From an optimization exercise on the open Yosys and OpenROAD flow, aimed at small area, a short achievable clock period and few clock cycles per item; shortcuts taken in it are not production practice. Function was checked by simulation only, so behaviour that the tests miss may differ from the original.

==> cedar <==
==> flow/design.v <==
module keccak_round (
    input  wire [1599:0] s_in,
    input  wire [63:0]   rc,
    output wire [1599:0] s_out
);
    localparam [149:0] ROTS = {
        6'd14, 6'd56, 6'd61, 6'd2,  6'd18,    
        6'd8,  6'd21, 6'd15, 6'd45, 6'd41,    
        6'd39, 6'd25, 6'd43, 6'd10, 6'd3,     
        6'd20, 6'd55, 6'd6,  6'd44, 6'd36,    
        6'd27, 6'd28, 6'd62, 6'd1,  6'd0      
    };
    wire [319:0]  c;       
    wire [319:0]  d;       
    wire [1599:0] t;       
    wire [1599:0] b;       
    wire [1599:0] x_chi;   
    genvar x, y;
    generate
        for (x = 0; x < 5; x = x + 1) begin : g_theta_c
            assign c[64*x +: 64] = s_in[64*(x+0)  +: 64] ^ s_in[64*(x+5)  +: 64] ^
                                   s_in[64*(x+10) +: 64] ^ s_in[64*(x+15) +: 64] ^
                                   s_in[64*(x+20) +: 64];
        end
        for (x = 0; x < 5; x = x + 1) begin : g_theta_d
            wire [63:0] cl = c[64*((x+4)%5) +: 64];
            wire [63:0] cr = c[64*((x+1)%5) +: 64];
            assign d[64*x +: 64] = cl ^ {cr[62:0], cr[63]};
        end
        for (y = 0; y < 5; y = y + 1) begin : g_row
            for (x = 0; x < 5; x = x + 1) begin : g_col
                localparam integer I   = x + 5*y;
                localparam integer R   = ROTS[6*I +: 6];
                localparam integer DST = y + 5*((2*x + 3*y) % 5);
                wire [63:0] lane = s_in[64*I +: 64] ^ d[64*x +: 64];
                assign t[64*I +: 64] = lane;
                if (R == 0) begin : g_norot
                    assign b[64*DST +: 64] = lane;
                end else begin : g_rot
                    assign b[64*DST +: 64] = {lane[63-R:0], lane[63:64-R]};
                end
            end
        end
        for (y = 0; y < 5; y = y + 1) begin : g_chi_row
            for (x = 0; x < 5; x = x + 1) begin : g_chi_col
                assign x_chi[64*(x+5*y) +: 64] = b[64*(x+5*y) +: 64] ^
                    (~b[64*(((x+1)%5)+5*y) +: 64] & b[64*(((x+2)%5)+5*y) +: 64]);
            end
        end
    endgenerate
    assign s_out = {x_chi[1599:64], x_chi[63:0] ^ rc};
endmodule
module keccak256 #(
    parameter integer NBUF = 7           
) (
    input  wire         clk,
    input  wire         rst,         
    input  wire         in_valid,
    output wire         in_ready,
    input  wire [63:0]  in_data,
    input  wire         in_last,
    input  wire [3:0]   in_bytes,
    output wire         out_valid,
    output wire [255:0] out_digest
);
    localparam integer NB = (NBUF > 0) ? NBUF : 1;
    reg  [1599:0] st;
    reg           perm;        
    reg  [4:0]    rnd;         
    reg           post;        
    reg           cur_final;   
    reg           pend_pad;    
    reg           zero;        
    reg           outv;
    reg  [4:0]    wl;          
    reg           rx_done;     
    reg           rx_padnext;  
    reg           sv;
    reg  [63:0]   sw;
    reg           slast;
    reg           sfull;
    reg  [63:0]   lbuf [0:NB-1];
    wire padcyc = post & pend_pad;             
    wire busy   = perm | padcyc;               
    wire take   = sv & ~rx_done & (busy ? (wl < NBUF) : 1'b1);
    assign in_ready = rdy;
    wire absorb  = ~busy;
    wire tlast   = take & slast;
    wire full16  = tlast & sfull & (wl == 5'd16);
    wire blk_end = absorb & (rx_done | (take & (slast | (wl == 5'd16))));
    reg [63:0] rc;
    always @(*) begin
        case (rnd)
            5'd0:  rc = 64'h0000000000000001;
            5'd1:  rc = 64'h0000000000008082;
            5'd2:  rc = 64'h800000000000808a;
            5'd3:  rc = 64'h8000000080008000;
            5'd4:  rc = 64'h000000000000808b;
            5'd5:  rc = 64'h0000000080000001;
            5'd6:  rc = 64'h8000000080008081;
            5'd7:  rc = 64'h8000000000008009;
            5'd8:  rc = 64'h000000000000008a;
            5'd9:  rc = 64'h0000000000000088;
            5'd10: rc = 64'h0000000080008009;
            5'd11: rc = 64'h000000008000000a;
            5'd12: rc = 64'h000000008000808b;
            5'd13: rc = 64'h800000000000008b;
            5'd14: rc = 64'h8000000000008089;
            5'd15: rc = 64'h8000000000008003;
            5'd16: rc = 64'h8000000000008002;
            5'd17: rc = 64'h8000000000000080;
            5'd18: rc = 64'h000000000000800a;
            5'd19: rc = 64'h800000008000000a;
            5'd20: rc = 64'h8000000080008081;
            5'd21: rc = 64'h8000000000008080;
            5'd22: rc = 64'h0000000080000001;
            5'd23: rc = 64'h8000000080008008;
            default: rc = 64'h0;
        endcase
    end
    wire [1599:0] st_round;
    keccak_round u_round (.s_in(st), .rc(rc), .s_out(st_round));
    reg [1087:0] av;
    integer i;
    always @(*) begin
        av = {1088{1'b0}};
        if (absorb) for (i = 0; i < 17; i = i + 1) begin
            if (i < NBUF) begin
                if (post && (i < wl))
                    av[64*i +: 64] = lbuf[i];
            end
            if (take && (wl == i))
                av[64*i +: 64] = av[64*i +: 64] | sw;
            if ((tlast && sfull && (wl + 5'd1 == i)) || (rx_done && rx_padnext && (wl == i)))
                av[64*i] = av[64*i] ^ 1'b1;
        end
        if (absorb && ((tlast && !full16) || rx_done))
            av[64*16 + 63] = av[64*16 + 63] ^ 1'b1;
        if (padcyc) begin
            av[0]          = 1'b1;
            av[64*16 + 63] = 1'b1;
        end
    end
    wire [1599:0] st_base = zero ? {1600{1'b0}} : st;
    always @(posedge clk) begin
        if (perm)
            st <= st_round;
        else
            st <= st_base ^ {512'd0, av};
    end
    genvar g;
    generate
        for (g = 0; g < NB; g = g + 1) begin : g_buf
            always @(posedge clk)
                if (busy && take && (wl == g))
                    lbuf[g] <= sw;
        end
    endgenerate
    wire        short_last = in_last & ~in_bytes[3];
    wire [63:0] keep  = short_last ? ((64'd1 << {in_bytes[2:0], 3'b000}) - 64'd1) : {64{1'b1}};
    wire [63:0] pad01 = short_last ? (64'd1 << {in_bytes[2:0], 3'b000}) : 64'd0;
    always @(posedge clk) begin
        if (in_ready && in_valid) begin
            sw    <= (in_data & keep) | pad01;
            slast <= in_last;
            sfull <= ~short_last;
        end
    end
    reg       perm_n, post_n, cur_final_n, pend_pad_n, zero_n, outv_n, rx_done_n, rx_padnext_n;
    reg [4:0] rnd_n, wl_n;
    reg       sv_n, take_n;
    always @(*) begin
        perm_n       = perm;
        rnd_n        = rnd;
        post_n       = post;
        cur_final_n  = cur_final;
        pend_pad_n   = pend_pad;
        zero_n       = zero;
        outv_n       = 1'b0;
        wl_n         = wl;
        rx_done_n    = rx_done;
        rx_padnext_n = rx_padnext;
        if (perm) begin
            rnd_n = rnd + 5'd1;
            if (rnd == 5'd23) begin
                perm_n = 1'b0;
                post_n = 1'b1;
                if (cur_final) begin
                    zero_n = 1'b1;
                    outv_n = 1'b1;
                end
            end
        end else if (padcyc) begin
            perm_n      = 1'b1;
            rnd_n       = 5'd0;
            post_n      = 1'b0;
            cur_final_n = 1'b1;
            pend_pad_n  = 1'b0;
        end else begin
            post_n = 1'b0;
            zero_n = 1'b0;
            if (blk_end) begin
                perm_n      = 1'b1;
                rnd_n       = 5'd0;
                cur_final_n = (rx_done | tlast) & ~full16;
                pend_pad_n  = full16;
                wl_n        = 5'd0;
                rx_done_n   = 1'b0;
            end else if (take) begin
                wl_n = wl + 5'd1;
            end
        end
        if (busy && take) begin
            wl_n = wl + 5'd1;
            if (slast) begin
                rx_done_n    = 1'b1;
                rx_padnext_n = sfull;
            end
        end
        sv_n = in_ready ? in_valid : sv;
        take_n = sv_n & ~rx_done_n &
                 ((perm_n | (post_n & pend_pad_n)) ? (wl_n < NBUF) : 1'b1);
        if (rst) begin
            perm_n     = 1'b0;
            rnd_n      = 5'd0;
            post_n     = 1'b0;
            cur_final_n = 1'b0;
            pend_pad_n = 1'b0;
            zero_n     = 1'b1;
            outv_n     = 1'b0;
            wl_n       = 5'd0;
            rx_done_n  = 1'b0;
            rx_padnext_n = 1'b0;
            sv_n       = 1'b0;
            take_n     = 1'b0;
        end
    end
    reg rdy;     
    always @(posedge clk) begin
        perm       <= perm_n;
        rnd        <= rnd_n;
        post       <= post_n;
        cur_final  <= cur_final_n;
        pend_pad   <= pend_pad_n;
        zero       <= zero_n;
        outv       <= outv_n;
        wl         <= wl_n;
        rx_done    <= rx_done_n;
        rx_padnext <= rx_padnext_n;
        sv         <= sv_n;
        rdy        <= ~sv_n | take_n;
    end
    assign out_valid  = outv;
    assign out_digest = st[255:0];
endmodule
==> flow/run.sh <==
#!/bin/bash
# synth_recipe.tcl (not shown) runs the flow's synth.tcl, then flattens the netlist and writes it again
# the make line also repeats each setting of config.mk as NAME=value (left out here)
make -C /OpenROAD-flow-scripts/flow DESIGN_CONFIG=/design/flow/config.mk WORK_HOME=/design/flow/orfs CLKGATE_MAP_FILE= SYNTH_SCRIPT=/design/flow/synth_recipe.tcl finish
==> flow/config.mk <==
export PLATFORM = sky130hd
export DESIGN_NAME = keccak256
export DESIGN_NICKNAME = keccak256
export VERILOG_FILES = /design/flow/design.v
export SDC_FILE = /design/flow/constraint.sdc
export NUM_CORES = 4
export LEC_CHECK = 0
export CAP_MARGIN = 10
export CORE_MARGIN = 2
export CORE_UTILIZATION = 50
export PLACE_DENSITY = 0.65
export SETUP_SLACK_MARGIN = 2.6
export SLEW_MARGIN = 10
==> flow/constraint.sdc <==
create_clock -name core_clock -period 5.0 [get_ports {clk}]
set_input_delay 1.0000 -clock core_clock [delete_from_list [all_inputs] [get_ports {clk}]]
set_output_delay 1.0000 -clock core_clock [all_outputs]
set_load 0.01 [all_outputs]
==> delta: changes against cedar <==
--- a/flow/design.v
+++ b/flow/design.v
@@ -1,6 +1,5 @@
 module keccak_round (
     input  wire [1599:0] s_in,
-    input  wire [63:0]   rc,
-    output wire [1599:0] s_out
+    output wire [1599:0] b_out
 );
     localparam [149:0] ROTS = {
@@ -15,5 +14,4 @@
     wire [1599:0] t;       
     wire [1599:0] b;       
-    wire [1599:0] x_chi;   
     genvar x, y;
     generate
@@ -42,12 +40,6 @@
             end
         end
-        for (y = 0; y < 5; y = y + 1) begin : g_chi_row
-            for (x = 0; x < 5; x = x + 1) begin : g_chi_col
-                assign x_chi[64*(x+5*y) +: 64] = b[64*(x+5*y) +: 64] ^
-                    (~b[64*(((x+1)%5)+5*y) +: 64] & b[64*(((x+2)%5)+5*y) +: 64]);
-            end
-        end
     endgenerate
-    assign s_out = {x_chi[1599:64], x_chi[63:0] ^ rc};
+    assign b_out = b;
 endmodule
 module keccak256 #(
@@ -119,6 +111,6 @@
         endcase
     end
-    wire [1599:0] st_round;
-    keccak_round u_round (.s_in(st), .rc(rc), .s_out(st_round));
+    wire [1599:0] b;
+    keccak_round u_round (.s_in(st), .b_out(b));
     reg [1087:0] av;
     integer i;
@@ -142,11 +134,30 @@
         end
     end
-    wire [1599:0] st_base = zero ? {1600{1'b0}} : st;
-    always @(posedge clk) begin
-        if (perm)
-            st <= st_round;
-        else
-            st <= st_base ^ {512'd0, av};
-    end
+    wire        hold = ~perm & ~zero;
+    wire [1599:0] st_d;
+    genvar gx, gy;
+    generate
+        for (gy = 0; gy < 5; gy = gy + 1) begin : g_chi_row
+            for (gx = 0; gx < 5; gx = gx + 1) begin : g_chi_col
+                localparam integer L = gx + 5*gy;
+                wire [63:0] b0 = b[64*L +: 64];
+                wire [63:0] b1 = b[64*(((gx+1)%5)+5*gy) +: 64];
+                wire [63:0] b2 = b[64*(((gx+2)%5)+5*gy) +: 64];
+                wire [63:0] xv = ({64{perm}} & b0) | ({64{hold}} & st[64*L +: 64]);
+                wire [63:0] yc = {64{perm}} & ~b1 & b2;
+                wire [63:0] ya;
+                if (L == 0) begin : g_iota
+                    assign ya = av[63:0] | ({64{perm}} & rc);
+                end else if (L < 17) begin : g_rate
+                    assign ya = av[64*L +: 64];
+                end else begin : g_cap
+                    assign ya = 64'd0;
+                end
+                assign st_d[64*L +: 64] = xv ^ (yc ^ ya);
+            end
+        end
+    endgenerate
+    always @(posedge clk)
+        st <= st_d;
     genvar g;
     generate
- CAP_MARGIN: 10 -> 20
- CORE_UTILIZATION: 50 -> 40
- PLACE_DENSITY: 0.65 -> 0.55
- SETUP_SLACK_MARGIN: 2.6 -> 1.7
==> summary of the runs <==
- Synthesized cell count: delta is lower than cedar (about 16%).
- In delta the synthesized area is lower than in cedar, by 10%.
- cedar aborted during global routing (5_1_grt) with GRT-0116. delta ran to the end with violations: max-capacitance violations, max-slew violations.
Testbench counts of cedar, summed over its fixed seeds: cycles 9,993, items 320.
Testbench counts of delta, summed over its fixed seeds: cycles 9,993, items 320.

==> afterwards: timing with drivers on the ports <==
In the flow no input, the clock included, has a driving cell. The finished layout below was timed again as built, in two steps. Step 1 assumes that a clkbuf_16 drives the clock port and a buf_2 every other input. Step 2, shift: input delay + t, output delay - t, t = (earliest + latest rising clock arrival at the registers) / 2. This alone moves slack from input paths to output paths. Slacks: ideal / step 1 / step 2; pairs: ideal / step 1.
run: delta
t, ns: 1.097
slack for setup (ns): 1.381 / 1.381 / 1.322
hold slack, ns: 0.528 / 0.528 / 0.528
worst setup path after step 2: input to register
worst register clock-pin slew, ns: 0.07 / 0.07
The setup slack of delta moves by 0.000 ns with the drivers and by -0.059 ns with both steps.
